What follows belongs to an exercise in optimizing a design on an open flow for small area; a production flow would make more cautious choices.
RTL that was checked went through simulation tests only; none was proved equivalent to the original.
Power figures rest on the tool's default switching activity, not on a simulated workload.

Design veml6035_ctrl, start of the top module:
module veml6035_ctrl (
  input         clk,
  input         rst,
  input         cmd_valid,
  input  [63:0] cmd_word,
  output        cmd_ready,
  output [2:0]  status,
  output [63:0] result,
  output [15:0] err,
  output [1:0]  state,
  output        tx_req,
  output [1:0]  tx_op,
  output [6:0]  tx_addr,
  output [1:0]  tx_len,
  output [23:0] tx_wdata,
  output        tx_stop,
  input         tx_ack,
  input  [7:0]  tx_rdata,
  input         tx_fail
);
  localparam ST_OK = 3'd0, ST_BUS = 3'd1, ST_IDM = 3'd2, ST_INV = 3'd3, ST_ILL = 3'd4,
             ST_NONE = 3'd7;
  localparam S_UNINIT = 2'd0, S_PROBING = 2'd1, S_CONFIGURED = 2'd2, S_FAILED = 2'd3;
  localparam [31:0] LENS_ONE = 32'h0001_0000;
  localparam PC_S0 = 5'd0,  PC_S1 = 5'd1,  PC_RW = 5'd2,  PC_WW = 5'd3,
             PC_ALS = 5'd4, PC_FLG = 5'd5, PC_FREL = 5'd7,
             PC_A0 = 5'd8,  PC_FIN = 5'd15, PC_B0 = 5'd16, PC_FFLG = 5'd31,    
             PC_L0 = 5'd24, PC_L1 = 5'd25, PC_R0 = 5'd26, PC_R1 = 5'd27,
             PC_FLENS = 5'd31;
  localparam E_IDLE = 3'd0, E_PRE = 3'd1, E_LUX = 3'd2, E_ADDW = 3'd3,
             E_ARITH = 3'd4, E_CLAMP = 3'd5, E_ROT = 3'd6;
  reg        running;
  reg [2:0]  status_r;      
  reg [58:0] rr;
  reg [7:0]  err_reg;
  reg [2:0]  err_step;
  reg [2:0]  err_cause;
  reg [1:0]  state_r;
  reg [31:0] lens;
  reg [23:0] W;
  reg [1:0]  top;
  ...
clock: 35.0 ns
lec_check: 0
cap_margin: 0
core_margin: 2
core_utilization: 70
place_density: 0.85
slew_margin: 0
standard.sh (not shown) runs the stock make flow with config.mk's settings and CLKGATE_MAP_FILE= SYNTH_SCRIPT=/design/flow/synth_recipe.tcl, a recipe that flattens the netlist after the stock synthesis.
==> flow/flow/run.sh <==
#!/bin/bash
set -euo pipefail
export BUFFER_PORTS_ARGS="-buffer_cell sky130_fd_sc_hd__buf_1"
export CTS_ARGS="-sink_clustering_enable -repair_clock_nets -dont_use_dummy_load -buf_list sky130_fd_sc_hd__clkbuf_8 -sink_clustering_size 18 -sink_clustering_max_diameter 120"
bash standard.sh > layout.log 2>&1
Edit:
- CORE_UTILIZATION: 70 -> 65
- PLACE_DENSITY: 0.85 -> 0.8
The changed run finished with timing, DRC and antenna clean. Final cell count goes up slightly. Area after synthesis is unchanged. Cell area stays flat. Combinational power stays flat. Core utilization drops by 5.8 points. Global-route usage went down by 1.9 points. Die area rose by a little under a tenth. Count of clock-buffer cells in the layout is unchanged.
Edit:
==> flow/flow/run.sh (replaced) <==
#!/bin/bash
set -euo pipefail
export BUFFER_PORTS_ARGS="-buffer_cell sky130_fd_sc_hd__buf_1"
export CTS_ARGS="-sink_clustering_enable -repair_clock_nets -dont_use_dummy_load -buf_list sky130_fd_sc_hd__clkbuf_8 -sink_clustering_size 16 -sink_clustering_max_diameter 120"
bash standard.sh > layout.log 2>&1
What happened: The changed run passed the timing, design-rule and antenna checks; total power increases by about 1.5%; worst setup slack is worse by 0.025 ns; design area hardly moves; synthesized cell count does not change.

* * *

== job 101 ==
Another version of the RTL of veml6035_ctrl (not shown whole).
Size in the first run: roughly 1400 cells after synthesis, ~220 flip-flops, roughly 12000 µm² of cells after synthesis.
export LEC_CHECK = 0
export CAP_MARGIN = 20
export CORE_MARGIN = 2
export CORE_UTILIZATION = 50
export PLACE_DENSITY = 0.7
export SLEW_MARGIN = 20
create_clock -name core_clock -period 35.0 [get_ports {clk}]
==> flow/flow/run.sh <==
#!/bin/bash
set -euo pipefail
export BUFFER_PORTS_ARGS="-buffer_cell sky130_fd_sc_hd__buf_1"
export CTS_ARGS="-sink_clustering_enable -repair_clock_nets -dont_use_dummy_load -buf_list sky130_fd_sc_hd__clkbuf_4"
bash standard.sh > layout.log 2>&1
> inputs changed (job 101 -> job 102)
==> flow/flow/run.sh <==
#!/bin/bash
set -euo pipefail
export BUFFER_PORTS_ARGS="-buffer_cell sky130_fd_sc_hd__buf_1"
export CTS_ARGS="-sink_clustering_enable -repair_clock_nets -dont_use_dummy_load -buf_list sky130_fd_sc_hd__clkbuf_2"
bash standard.sh > layout.log 2>&1
==> run notes <==
The final wirelength of job 102 and that of job 101 are within noise of each other. Looking at job 102 and job 101, the via count is a wash. Relative to job 101, the total power of job 102 is lower by about 6%. Sort job 102 and job 101 by critical path data arrival time, descending, and job 102 comes first.
No run of this note included a check of the RTL's function; only the layout flow was run.

* * *

Another version of the RTL of veml6035_ctrl (not shown whole).
For scale: about 1,200 cells after synthesis, ~210 flip-flops, roughly 11,000 um^2 of cells after synthesis.
// veml6035_ctrl
module veml6035_ctrl (
  input         clk,
  input         rst,
  input         cmd_valid,
  input  [63:0] cmd_word,
  output        cmd_ready,
  output [2:0]  status,
  output [63:0] result,
  output [15:0] err,
  output [1:0]  state,
  output        tx_req,
  output [1:0]  tx_op,
  output [6:0]  tx_addr,
  output [1:0]  tx_len,
  output [23:0] tx_wdata,
  output        tx_stop,
  input         tx_ack,
  input  [7:0]  tx_rdata,
  input         tx_fail
);
clock: 35.0 ns
lec_check: 0
cap_margin: 0
core_margin: 2
core_utilization: 50
place_density: 0.7
slew_margin: 0
==> flow/flow/run.sh <==
#!/bin/bash
set -euo pipefail
export BUFFER_PORTS_ARGS="-buffer_cell sky130_fd_sc_hd__buf_1"
export CTS_ARGS="-sink_clustering_enable -repair_clock_nets -dont_use_dummy_load -buf_list sky130_fd_sc_hd__clkbuf_8 -sink_clustering_size 12 -sink_clustering_max_diameter 100"
bash standard.sh > layout.log 2>&1
Next try:
==> flow/flow/run.sh (replaced) <==
#!/bin/bash
set -euo pipefail
export BUFFER_PORTS_ARGS="-buffer_cell sky130_fd_sc_hd__buf_1"
export CTS_ARGS="-sink_clustering_enable -repair_clock_nets -dont_use_dummy_load -buf_list sky130_fd_sc_hd__clkbuf_8 -sink_clustering_size 16 -sink_clustering_max_diameter 120"
bash standard.sh > layout.log 2>&1
Settings changed: CORE_UTILIZATION 50 to 65, PLACE_DENSITY 0.7 to 0.8.
Result:
- utilization is higher by 16 points
- area after synthesis is unchanged
- fmax is lower by 0.66%
- worst hold slack hardly moves
- sequential share of layout area is higher by 0.41 points
- routed wire length is lower by 3.4%
- sequential power hardly moves
- clock-buffer cell count is lower by 4

[re-timing with driven ports]
In the flow no input, the clock included, has a driving cell. The finished layouts below were timed again as built, in two steps. Step 1 sets driving cells, clkbuf_16 on the clock port and buf_2 on the other inputs (assumed; they add their load-dependent delay and slew). Step 2 moves the port delays by t, midway between the first and last clock arrival at a register: inputs arrive t later, outputs are due t later. That takes back most of the time a late clock gives input paths. Slacks: ideal ports / drivers / drivers and shift; pairs: ideal ports / drivers.
| run | t (ns) | setup WS [ns] | worst register clock-pin slew, ns | worst data-port slew with drivers (ns) |
|---|---|---|---|---|
| the first run of note 1 | 0.530 | 19.543 / 19.543 / 19.543 | 0.12 / 0.12 | 0.03 |
| the second run of note 1 | 0.533 | 19.458 / 19.458 / 19.458 | 0.12 / 0.12 | 0.04 |
| the third run of note 1 | 0.525 | 19.433 / 19.433 / 19.433 | 0.11 / 0.11 | 0.04 |
| job 101 | 0.709 | 24.799 / 24.752 / 25.171 | 0.07 / 0.07 | 0.05 |
| job 102 | 0.847 | 24.706 / 24.660 / 25.227 | 0.11 / 0.11 | 0.05 |
| the first run of note 3 | 0.545 | 19.325 / 19.325 / 19.325 | 0.09 / 0.09 | 0.04 |
| the second run of note 3 | 0.536 | 19.221 / 19.221 / 19.221 | 0.11 / 0.11 | 0.03 |
After both steps setup and hold are still met in every run listed.
